Context: an optimization exercise on an open-source flow, tuned for small area and a short achievable clock period. The choices shown serve that exercise and are no tape-out recipe.
Power and IR drop assume default switching activity.

==> flow/design.v (excerpt) <==
module fdc_read (
    input  wire        clk,
    input  wire        rst,
    input  wire        drive_active,
    input  wire        flux,
    input  wire        wr_en,
    input  wire [2:0]  wr_port,
    input  wire [15:0] wr_data,
    input  wire        rd_en,
    output wire [15:0] status,
    output reg         mem_we,
    output wire [31:0] mem_addr,
    output wire [15:0] mem_wdata,
    output reg         irq_sync,
    output reg         irq_done
);
    localparam [2:0] S_IDLE = 3'b000, S_WAIT = 3'b110, S_BYTE0 = 3'b100, S_BYTE1 = 3'b101;
    localparam [1:0] H_NONE = 2'd0, H_HI = 2'd1, H_LO = 2'd2, H_ZERO = 2'd3;
    reg running;
    reg run_st, run_st2;
    reg [10:0] counter;   
    reg        ended_r;   
    reg [4:0]  inc5;      
    reg [1:0]  hist;
    reg [2:0]  pcnt;
    reg [1:0]  fcls;
    reg        dir;
    reg        lat_v;     
    reg [2:0]  lat_c;     
    reg [15:0] shift;
    reg [2:0]  bcnt;      
    reg        st_sync, st_ready;
    reg [7:0]  st_data;
    reg [15:0] len;       
    reg [15:0] pend;      
    reg        pz;
    reg [15:0] sync_r;
    reg        ctl10;
    reg        dmaen;     
    reg [2:0]  state;
    reg [7:0]  hi;        
    reg [31:0] A;         
    reg        F;
    reg [15:0] B;
    reg [1:0]  H;
    wire start = drive_active && !running;
    wire [10:0] cnext;
    wire        ended_n;
    wire [4:0]  inc5_n;
    wire [2:0]  pcnt_dec, cT, pcnt_T;
    wire [1:0]  fcls_T;
    fdc_pll u_pll (
        .counter(counter), .ended_r(ended_r), .inc5(inc5), .pcnt(pcnt), .fcls(fcls),
  ...
Size in the first run: roughly 920 cells after synthesis, ~170 flip-flops, roughly 92 I/O pins, about 8500 um^2 of cells after synthesis.
export LEC_CHECK = 0
export CAP_MARGIN = 20
export CORE_MARGIN = 2
export CORE_UTILIZATION = 70
export SETUP_SLACK_MARGIN = 4.4
export SLEW_MARGIN = 20
create_clock -name core_clock -period 7.0 [get_ports {clk}]
standard.sh (not shown) runs the stock make flow with config.mk's settings and CLKGATE_MAP_FILE= SYNTH_SCRIPT=/design/flow/synth_recipe.tcl, a recipe that flattens the netlist after the stock synthesis.
==> flow/flow/run.sh <==
#!/bin/bash
# Standard ORFS layout (the standard.sh) with these changes:
#  - port buffers are sky130_fd_sc_hd__buf_2 instead of the resizer's default
#    choice (a delay cell);
#  - clock tree synthesis without dummy loads;
#  - the slow multi-input OR cells are not used (synthesis maps to NOR/NAND
#    forms instead); they are added to the platform's own don't-use list.
set -euo pipefail
export BUFFER_PORTS_ARGS="-buffer_cell sky130_fd_sc_hd__buf_2"
export CTS_ARGS="-sink_clustering_enable -repair_clock_nets -buf_list sky130_fd_sc_hd__clkbuf_8 -dont_use_dummy_load"
platform="sky130_fd_sc_hd__lpflow_bleeder_1 sky130_fd_sc_hd__lpflow_clkbufkapwr_1 sky130_fd_sc_hd__lpflow_clkbufkapwr_16 sky130_fd_sc_hd__lpflow_clkbufkapwr_2 sky130_fd_sc_hd__lpflow_clkbufkapwr_4 sky130_fd_sc_hd__lpflow_clkbufkapwr_8 sky130_fd_sc_hd__lpflow_clkinvkapwr_1 sky130_fd_sc_hd__lpflow_clkinvkapwr_16 sky130_fd_sc_hd__lpflow_clkinvkapwr_2 sky130_fd_sc_hd__lpflow_clkinvkapwr_4 sky130_fd_sc_hd__lpflow_clkinvkapwr_8 sky130_fd_sc_hd__lpflow_decapkapwr_12 sky130_fd_sc_hd__lpflow_decapkapwr_3 sky130_fd_sc_hd__lpflow_decapkapwr_4 sky130_fd_sc_hd__lpflow_decapkapwr_6 sky130_fd_sc_hd__lpflow_decapkapwr_8 sky130_fd_sc_hd__lpflow_inputiso0n_1 sky130_fd_sc_hd__lpflow_inputiso0p_1 sky130_fd_sc_hd__lpflow_inputiso1n_1 sky130_fd_sc_hd__lpflow_inputiso1p_1 sky130_fd_sc_hd__lpflow_inputisolatch_1 sky130_fd_sc_hd__lpflow_isobufsrc_1 sky130_fd_sc_hd__lpflow_isobufsrc_16 sky130_fd_sc_hd__lpflow_isobufsrc_2 sky130_fd_sc_hd__lpflow_isobufsrc_4 sky130_fd_sc_hd__lpflow_isobufsrc_8 sky130_fd_sc_hd__lpflow_isobufsrckapwr_16 sky130_fd_sc_hd__lpflow_lsbuf_lh_hl_isowell_tap_1 sky130_fd_sc_hd__lpflow_lsbuf_lh_hl_isowell_tap_2 sky130_fd_sc_hd__lpflow_lsbuf_lh_hl_isowell_tap_4 sky130_fd_sc_hd__lpflow_lsbuf_lh_isowell_4 sky130_fd_sc_hd__lpflow_lsbuf_lh_isowell_tap_1 sky130_fd_sc_hd__lpflow_lsbuf_lh_isowell_tap_2 sky130_fd_sc_hd__lpflow_lsbuf_lh_isowell_tap_4 sky130_fd_sc_hd__probe_p_8 sky130_fd_sc_hd__probec_p_8 "
slow=""
for c in or3_1 or3_2 or3_4 or3b_1 or3b_2 or3b_4 or4_1 or4_2 or4_4 or4b_1 or4b_2 or4b_4 or4bb_1 or4bb_2 or4bb_4; do
  slow="$slow sky130_fd_sc_hd__$c"
done
bash standard.sh "DONT_USE_CELLS=$platform$slow" finish > standard_flow.log 2>&1
Next try:
--- a/flow/design.v
+++ b/flow/design.v
@@ -97,21 +97,21 @@
     input  wire [15:0] B,
     input  wire [1:0]  H,
     output wire [13:0] len_dec,    
     output wire        len_one,    
     output wire        len_nz,     
     output wire [31:0] L           
 );
-    localparam [1:0] H_NONE = 2'd0, H_HI = 2'd1, H_LO = 2'd2, H_ZERO = 2'd3;
+    localparam [1:0] H_NONE = 2'd0, H_HI = 2'd1, H_LO = 2'd2, H_BOTH = 2'd3;
     assign len_dec = len[13:0] - 14'd1;
     assign len_one = len[13:0] == 14'd1;
     assign len_nz  = len[13:0] != 14'd0;
     wire [31:0] Ainc = A + {30'd0, F, 1'b0};
-    assign L = {H == H_HI ? B : H == H_ZERO ? 16'd0 : Ainc[31:16],
-                H == H_LO ? B : H == H_ZERO ? 16'd0 : Ainc[15:0]};
+    assign L = {H[0] ? B : Ainc[31:16],      
+                H[1] ? B : Ainc[15:0]};      
 endmodule
 module fdc_read (
     input  wire        clk,
     input  wire        rst,
     input  wire        drive_active,
     input  wire        flux,
     input  wire        wr_en,
@@ -122,17 +122,17 @@
     output reg         mem_we,
     output wire [31:0] mem_addr,
     output wire [15:0] mem_wdata,
     output reg         irq_sync,
     output reg         irq_done
 );
     localparam [2:0] S_IDLE = 3'b000, S_WAIT = 3'b110, S_BYTE0 = 3'b100, S_BYTE1 = 3'b101;
-    localparam [1:0] H_NONE = 2'd0, H_HI = 2'd1, H_LO = 2'd2, H_ZERO = 2'd3;
+    localparam [1:0] H_NONE = 2'd0, H_HI = 2'd1, H_LO = 2'd2, H_BOTH = 2'd3;
     reg running;
-    reg run_st, run_st2;
+    reg run_st;     
     reg [10:0] counter;   
     reg        ended_r;   
     reg [4:0]  inc5;      
     reg [1:0]  hist;
     reg [2:0]  pcnt;
     reg [1:0]  fcls;
     reg        dir;
@@ -221,26 +221,25 @@
     end
     wire [2:0] state_w = !port_ok ? state_s :
                          !enabled ? S_IDLE :
                          state_s[2] ? state_s : (ctl_w ? S_WAIT : S_BYTE0);
     always @(posedge clk) begin
         running <= drive_active;
         run_st  <= drive_active && !rst;
-        run_st2 <= drive_active || rst;
-        B <= wr_data;
-        A <= L;         
+        B <= rst ? 16'd0 : wr_data;    
+        A <= L;
         if (wr_len) pend <= wr_data;      
         if (bv8 && st_b0) hi <= byte_v;   
         if (rst) begin
             counter <= 11'd0; ended_r <= 1'b0; inc5 <= 5'd18; hist <= 2'd0;
             pcnt <= 3'd0; lat_v <= 1'b0;
             shift <= 16'd0; bcnt <= 3'd0; st_sync <= 1'b0; st_ready <= 1'b0; st_data <= 8'd0;
             len <= 16'd0; pz <= 1'b1; sync_r <= 16'd0; ctl10 <= 1'b0; dmaen <= 1'b0;
             state <= S_IDLE;
-            F <= 1'b0; H <= H_ZERO;
+            F <= 1'b0; H <= H_BOTH;
             mem_we <= 1'b0; irq_sync <= 1'b0; irq_done <= 1'b0;
         end else begin
             if (start) begin
                 counter <= 11'd0; ended_r <= 1'b0; inc5 <= 5'd18; hist <= 2'd0;
                 pcnt <= 3'd0; lat_v <= 1'b0;
             end else if (running) begin
                 counter <= cnext;
@@ -284,10 +283,9 @@
             mem_we   <= wd;
             irq_sync <= sp_match;
             irq_done <= xfer;
         end
     end
     assign mem_addr  = A;
     assign mem_wdata = {hi, st_data};
-    assign status[15:8] = run_st  ? {st_ready, state[2], 1'b0, st_sync, 4'd0} : 8'd0;
-    assign status[7:0]  = run_st2 ? st_data : 8'd0;
-endmodule
+    assign status = run_st ? {st_ready, state[2], 1'b0, st_sync, 4'd0, st_data} : 16'd0;
+endmodule
Result:
- synthesized cell count goes up by 3.4%
- clock power stays flat
- clock-buffer cell count is unchanged
- final area rose by 1.5%
- hold slack is worse by 10 ps
- via count went up by 4.5%
No functional check of the RTL was part of any run of this note.

## re-timing with driven ports
Ports are ideal in the flow. The routed layouts listed here were re-timed in OpenROAD. Step 1 assumes that a clkbuf_16 drives the clock port and a buf_2 every other input. Step 2 moves the port delays by t, midway between the first and last clock arrival at a register: inputs arrive t later, outputs are due t later. That takes back most of the time a late clock gives input paths. Three values: ideal ports, drivers, drivers and shift; two values: the first two.
| run | t, ns | setup slack, ns | hold slack, ns |
|---|---|---|---|
| the first run | 0.486 | 4.390 / 4.378 / 3.891 | 0.464 / 0.464 / 0.464 |
| the second run | 0.485 | 4.260 / 4.254 / 3.769 | 0.454 / 0.454 / 0.454 |
After both steps every run listed still meets setup and hold. For the first run, which loses most, drivers alone change the setup slack by -0.012 ns; drivers and shift together by -0.499 ns.
